Context: an optimization exercise on an open-source flow, tuned for small area, a short achievable clock period and few clock cycles. The choices shown serve that exercise and are no tape-out recipe. In this exercise RTL edits were held to simulation tests only and were not proved equivalent to the original. Power and IR drop assume default switching activity.

==> run.sh <==
#!/bin/bash
# synth_recipe.tcl (not shown) runs the flow's synth.tcl, then flattens the netlist and writes it again
# the make line also repeats each setting of config.mk as NAME=value (left out here)
make -C /OpenROAD-flow-scripts/flow DESIGN_CONFIG=/design/flow/config.mk WORK_HOME=/design/flow/orfs CLKGATE_MAP_FILE= SYNTH_SCRIPT=/design/flow/synth_recipe.tcl finish
==> config.mk <==
export PLATFORM = sky130hd
export DESIGN_NAME = sspwm_ec
export DESIGN_NICKNAME = sspwm_ec
export VERILOG_FILES = /design/flow/design.v
export SDC_FILE = /design/flow/constraint.sdc
export NUM_CORES = 4
export LEC_CHECK = 0
export CAP_MARGIN = 20
export CORE_MARGIN = 2
export CORE_UTILIZATION = 40
export PLACE_DENSITY = 0.6
export SLEW_MARGIN = 20
==> constraint.sdc <==
create_clock -name core_clock -period 38.0 [get_ports {clk}]
set_input_delay 7.6000 -clock core_clock [delete_from_list [all_inputs] [get_ports {clk}]]
set_output_delay 7.6000 -clock core_clock [all_outputs]
set_load 0.01 [all_outputs]
==> design.v <==
module sspwm_ec (
    input  wire        clk,
    input  wire        rst,
    input  wire        cmd_valid,
    input  wire [31:0] cmd_word,
    output wire        cmd_ready,
    input  wire        rd_en,
    input  wire [15:0] rd_addr,
    output reg  [31:0] rd_data,
    output reg         rd_valid
);
    localparam integer N           = 16;
    localparam integer LEVELS      = 256;
    localparam integer BW          = 8;
    localparam integer CW          = 16;
    localparam integer TICK_SCALE  = 3;
    localparam integer LMAX        = LEVELS - 1;
    localparam integer FRAME_TICKS = LMAX * TICK_SCALE;
    reg [N-1:0][BW-1:0]     bright;
    reg [1:0][7:0]          buf_count;
    reg [1:0][N-1:0]        buf_aa;
    reg [1:0][N:0][CW-1:0]  buf_delta;
    reg [1:0][N:0][N-1:0]   buf_mask;
    reg              busy;         
    reg              h_sel;        
    reg              initd;
    reg              err_illegal;
    reg              err_badch;
    reg [2:0]        first_err;
    reg [31:0]       errcmd;
    reg [BW-1:0]     prev;         
    reg [4:0]        k;            
    assign cmd_ready = ~busy & ~rst;
    wire [3:0]  op  = cmd_word[31:28];
    wire [3:0]  rsv = cmd_word[27:24];
    wire [7:0]  ch  = cmd_word[23:16];
    wire [15:0] val = cmd_word[15:0];
    wire [BW-1:0] val_clamped = (val > LMAX) ? LMAX[BW-1:0] : val[BW-1:0];
    wire is_setter   = (op == 4'h1) || (op == 4'h2);
    wire is_illegal  = (rsv != 4'h0) ||
                       (op == 4'h0 && cmd_word[27:0] != 28'h0) ||
                       ((op == 4'h3 || op == 4'h4) && cmd_word[27:0] != 28'h0) ||
                       (op > 4'h4);
    wire is_all      = (ch == 8'hFF);
    wire is_badch    = !is_illegal && is_setter && !is_all && (ch >= N);
    wire do_set      = !is_illegal && is_setter && !is_badch;
    wire do_publish  = !is_illegal && ((op == 4'h2 && !is_badch) || op == 4'h3 || op == 4'h4);
    wire accept = cmd_valid & cmd_ready;
    reg [BW-1:0] nxt;
    reg [N-1:0]  mask_val;
    reg [N-1:0]  aa_val;
    integer c;
    always @* begin
        nxt = LMAX[BW-1:0];
        for (c = 0; c < N; c = c + 1)
            if (bright[c] > prev && bright[c] < nxt)
                nxt = bright[c];
        for (c = 0; c < N; c = c + 1) begin
            mask_val[c] = (bright[c] != LMAX[BW-1:0]) && (bright[c] <= nxt);
            aa_val[c]   = (bright[c] == {BW{1'b0}});
        end
    end
    wire          found     = (nxt != LMAX[BW-1:0]);
    wire [CW-1:0] delta_val = (nxt - prev) * TICK_SCALE;
    wire          tgt       = ~h_sel;
    integer i;
    always @(posedge clk) begin
        if (rst) begin
            for (i = 0; i < N; i = i + 1)
                bright[i] <= LMAX[BW-1:0];
            busy        <= 1'b0;
            h_sel       <= 1'b0;
            initd       <= 1'b0;
            err_illegal <= 1'b0;
            err_badch   <= 1'b0;
            first_err   <= 3'd0;
            errcmd      <= 32'd0;
            prev        <= {BW{1'b0}};
            k           <= 5'd0;
        end else if (busy) begin
            if (found) begin
                prev <= nxt;
                k    <= k + 5'd1;
            end else begin
                busy  <= 1'b0;
                h_sel <= ~h_sel;
            end
        end else if (accept) begin
            if (is_illegal) begin
                err_illegal <= 1'b1;
                if (first_err == 3'd0) begin
                    first_err <= 3'd1;
                    errcmd    <= cmd_word;
                end
            end
            if (is_badch) begin
                err_badch <= 1'b1;
                if (first_err == 3'd0) begin
                    first_err <= 3'd2;
                    errcmd    <= cmd_word;
                end
            end
            if (do_set) begin
                for (i = 0; i < N; i = i + 1)
                    if (is_all || ch == i)
                        bright[i] <= val_clamped;
            end
            if (do_publish) begin
                busy <= 1'b1;
                prev <= {BW{1'b0}};
                k    <= 5'd0;
                if (op == 4'h4)
                    initd <= 1'b1;
            end
        end
    end
    integer b, j;
    always @(posedge clk) begin
        if (rst) begin
            for (b = 0; b < 2; b = b + 1) begin
                buf_count[b] <= 8'd0;
                buf_aa[b]    <= {N{1'b0}};
                for (j = 0; j <= N; j = j + 1) begin
                    buf_delta[b][j] <= (j == 0) ? FRAME_TICKS[CW-1:0] : {CW{1'b0}};
                    buf_mask[b][j]  <= {N{1'b0}};
                end
            end
        end else if (busy) begin
            buf_delta[tgt][k] <= delta_val;
            buf_mask[tgt][k]  <= mask_val;
            if (!found) begin
                buf_count[tgt] <= {3'b000, k};
                buf_aa[tgt]    <= aa_val;
                for (j = 0; j <= N; j = j + 1)
                    if (j > k) begin
                        buf_delta[tgt][j] <= {CW{1'b0}};
                        buf_mask[tgt][j]  <= mask_val;
                    end
            end
        end
    end
    reg [31:0] rd_mux;
    reg        rb;
    always @* begin
        rd_mux = 32'd0;
        rb     = rd_addr[15];
        if (rd_addr[1:0] == 2'b00) begin
            if (rd_addr == 16'h0000)
                rd_mux = {LMAX[15:0], CW[7:0], N[7:0]};
            else if (rd_addr == 16'h0004)
                rd_mux = TICK_SCALE;
            else if (rd_addr == 16'h0008)
                rd_mux = {16'd0, 5'd0, first_err, 1'b0, err_badch, err_illegal,
                          1'b0, h_sel, initd, 1'b0, busy};
            else if (rd_addr == 16'h000C)
                rd_mux = errcmd;
            else if (rd_addr[15:6] == 10'h004)
                rd_mux = {{(32-BW){1'b0}}, bright[rd_addr[5:2]]};
            else if (rd_addr[15:14] == 2'b01 || rd_addr[15:14] == 2'b10) begin
                if (rd_addr[13:0] == 14'h0000)
                    rd_mux = {24'd0, buf_count[rb]};
                else if (rd_addr[13:0] == 14'h0080)
                    rd_mux = {{(32-N){1'b0}}, buf_aa[rb]};
                else if (rd_addr[13:10] == 4'b0001) begin
                    if (rd_addr[9:2] <= N)
                        rd_mux = {{(32-CW){1'b0}}, buf_delta[rb][rd_addr[9:2]]};
                end
                else if (rd_addr[13:12] == 2'b01 && rd_addr[4:2] == 3'd0) begin
                    if (rd_addr[11:5] <= N)
                        rd_mux = {{(32-N){1'b0}}, buf_mask[rb][rd_addr[11:5]]};
                end
            end
        end
    end
    always @(posedge clk) begin
        if (rst)
            rd_valid <= 1'b0;
        else
            rd_valid <= rd_en;
        if (rd_en)
            rd_data <= rd_mux;
    end
endmodule
==> results.py <==
metrics = {
    "run_status": {
        "status": "no timing/DRC/antenna violations",
    },
    "clock_tree": {
        "cts_tree": "done",
        "cts_htree_levels": 4,
        "cts_max_path_buffers": 3,
        "clk_pin_slew_worst_paths_ns": 0.06,
        "cts_buffers": 151,
        "cts_sinks": 1350,
        "cts_root_buf": "clkbuf_16",
        "clk_latency_ns": 0.84,
    },
    "timing": {
        "fin_ws_ns": 2.494,
        "final-setup-viol-count": 0,
        "worst_pin_slew_ns": 1.262,
        "min_period_ns": 35.51,
        "skew_ns": 0.06369,
        "slew_viol_final": 0,
        "max_freq_mhz": 28.16,
        "max-slew-margin-rel_pct": 15.10,
        "post-route-period-util_pct": 93.44,
        "finalHoldViolations": 0,
    },
    "power": {
        "power.total_mw": 3.591,
        "p_per_area_mw_per_mm2": 43.73,
        "p_leak_nw": 33.68,
        "ir_worst_vdd_uv": 35.12,
    },
    "drt": {
        "route.detailed.drc": 0,
        "drt_iter0_drc": 7100,
        "wire_per_inst_um": 28.90,
        "dr_total_vias": 63700,
        "first_pass_iters": 7,
        "drtAntennaViolNets": 0,
        "vias_per_cell": 6.521,
        "drt_wl_total_um": 282300,
    },
    "floorplanning": {
        "num_rows": 156,
        "die_h_um": 431.1,
        "dieWidth_um": 431.1,
        "start_util_pct": 40.33,
        "design.core.area_mm2": 0.1809,
        "io-pin-count": 86,
        "die_area_mm2": 0.1859,
    },
    "setup_path": {
        "cp.arrival_ns": 36.23,
        "path_class": "reg2reg",
        "path_max_fanout": 24,
        "cp-start-kind": "register",
        "crit_slowest_cell": "nand2_1",
        "critPathCaptureType": "register",
        "required_ns": 38.72,
        "crit_top_cell": "ha_1",
        "slowest_delay_ns": 0.90,
    },
    "logic_synthesis": {
        "synth_edf_count": 32,
        "ys_seq_elements": 1350,
        "yosysWarnings": 1,
        "ys_seq_area_share_pct": 37.47,
        "async_reset_ff_share_pct": 0,
        "avgSynthCellArea_um2": 9.849,
        "syn_nets": 7834,
        "synth_cells": 7410,
        "synth_cell_types": 111,
        "synthFlopType": "dfxtp_1",
        "synth_area_mm2": 0.07298,
    },
    "grt": {
        "grt_pass1_vias": 60280,
        "grt_use_met3_pct": 6.441,
        "met1_usage_pct": 40.59,
        "antenna_found_initial": 15,
        "grt_pass1_wl_um": 413800,
        "grtUsageMet2_pct": 44.41,
        "grt-ovfl-total": 0,
        "grt.busiest_layer": "met2",
        "grt_usage_pct": 29.49,
        "grt_max_degree": 289,
    },
    "placement": {
        "place_hpwl_um": 193700,
        "post-place-ws_ns": 0.3535,
        "gp_congestion": 0.9963,
        "io_buffers": 85,
    },
    "job": {
        "maxCapViolCount": 0,
    },
    "min_path": {
        "hold_class": "reg2reg",
    },
    "final_layout": {
        "nets": 7699,
        "fillers": 16810,
        "drive_gt1_share_pct": 14.25,
        "area_delta_synth_final_pct": 12.54,
    },
}
through the flow:
step | cells | setup TNS [ns] | hold slack, ns | utilization (%) | area, µm²
after floorplan | 7410 | 0 | 0.4217 | - | 72980
after global placement | 9478 | 0 | 0.4301 | 42.34 | 76600
after detailed placement | 9479 | 0 | 0.4381 | 42.36 | 76640
after CTS | 9752 | 0 | 0.4493 | 45.22 | 81810
after global routing | 9767 | -0.1046 | 0.4657 | 45.39 | 82120
final | 9769 | 0 | 0.4482 | 45.39 | 82130
critical path: cells and delay by family, from the launching register on:
kind            cells  cell delay, ns
flops               1            0.62
simple gates       50            9.13
compound gates     77           16.20
buf+inv            17            2.60
fa+ha+maj          17            4.91
mux                 5            1.83
cell type report:
class | count | area (µm²) | area share (%)
sequential | 1350 | 27350 | 33.30
timing repair buffer | 300 | 2505 | 3.050
tap | 2370 | 2965 | 3.611
multi-input combinational | 5215 | 43150 | 52.53
clock inverter | 56 | 797.0 | 0.9704
inverter | 257 | 977.2 | 1.190
clock buffer | 217 | 4378 | 5.331
antenna | 4 | 10.01 | 0.01219
report_power, final:
group,internal [mW],switching (mW)
clock,0.885,0.645
sequential,1.47,0.0412
combinational,0.204,0.343
synth_stat cells, types with 50 or more instances:
cell	count	share of area [%]
dfxtp_1	1318	36
nand2_1	1030	5.3
mux2i_1	568	7.8
clkbuf_1	490	2.5
ha_1	370	6.3
mux4_2	360	11
nor2_1	291	1.5
inv_1	255	1.3
a21oi_1	230	1.6
o2bb2ai_1	218	2.6
o21ai_0	205	1.4
o211ai_1	182	1.9
a32oi_1	153	1.8
nand4_1	142	1.2
and3_1	130	1.1
a22o_1	124	1.5
nand3_1	119	0.82
o32ai_1	88	1.1
nor3_1	77	0.53
nor2b_1	67	0.57
o22ai_1	63	0.54
a21o_1	60	0.62
o21a_1	55	0.57
a211oi_1	50	0.51
o311ai_0	50	0.60
layout by cell type, fill, tap and decap left out, types with 44 or more instances in the layout:
master           count
inv_1              252
o22ai_1             63
o21a_1              54
o2bb2ai_1          217
clkdlybuf4s50_1     80
o32ai_1             88
a21oi_1            224
clkbuf_16          152
nor3_1              71
nand2_1           1022
nand4_1            142
nor2_1             282
o21ai_0            202
nand2b_1            44
buf_4              209
nor2b_1             67
dfxtp_1           1314
mux2i_1            567
nand3_1            118
and3_1             130
a32oi_1            153
o211ai_1           182
o311ai_0            46
mux4_2             360
ha_1               366
a21o_1              60
a22o_1             124
worst paths after layout:
check	startpoint	endpoint	slack [ns]	depth (start not counted)
min	errcmd[28]$_SDFFE_PP0P_	errcmd[28]$_SDFFE_PP0P_	0.45	2
min reg2reg	errcmd[28]$_SDFFE_PP0P_	errcmd[28]$_SDFFE_PP0P_	0.45	2
max	bright[2]$_SDFFE_PP1P_	buf_mask[464]$_SDFFE_PP0P_	2.49	166
max reg2reg	bright[2]$_SDFFE_PP1P_	buf_mask[464]$_SDFFE_PP0P_	2.49	166
timing repair:
| item | 4_1_cts | 5_1_grt |
|---|---|---|
| gates resized for setup | 0 | 41 |
| hold buffers | 0 | 0 |
| endpoints found under the setup margin | 0 | 1136 |
| setup buffers | 0 | 9 |
registers in the layout (all words and copies together) (netlist names), named ones only:
name	count
buf_delta	544
h_sel	1
buf_mask	544
rd_data	32
k	5
prev	8
err_badch	1
bright	128
err_illegal	1
rd_valid	1
errcmd	32
busy	1
first_err	3
buf_count	6
initd	1
cells by family after synthesis:
group / Yosys count / synth area share, %
mux: 960 / 19.40
xor+xnor: 33 / 0.3961
flops: 1350 / 37.47
fa+ha+maj: 383 / 6.551
buf+inv: 847 / 4.528
compound gates: 1809 / 18.98
simple gates: 2028 / 12.68
metal layers:
metal  up-vias  share of wire, %
li1      27880                 -
met1     31860                42
met2      3298                44
met3       649                10
met4        14               4.7
met5         -             0.050
Testbench counts, summed over its fixed seeds: cycles 21,256.

[re-timing with driven ports]
The flow's constraints put no driver on any port. The routed layout listed below was extracted and timed again, unchanged, in two steps. Step 1 assumes that a clkbuf_16 drives the clock port and a buf_2 every other input. Step 2 also shifts input and output timing later by t, the mid clock arrival at the registers, as if the neighbouring blocks saw the same clock. Three values: ideal ports, drivers, drivers and shift; two values: the first two.
t, ns: 0.895
slack for setup (ns): 2.494 / 2.494 / 2.494
worst data-port slew with drivers (ns): 0.19
After both steps setup and hold are still met in this run. The setup slack of this run moves by 0.000 ns with the drivers and by 0.000 ns with both steps.
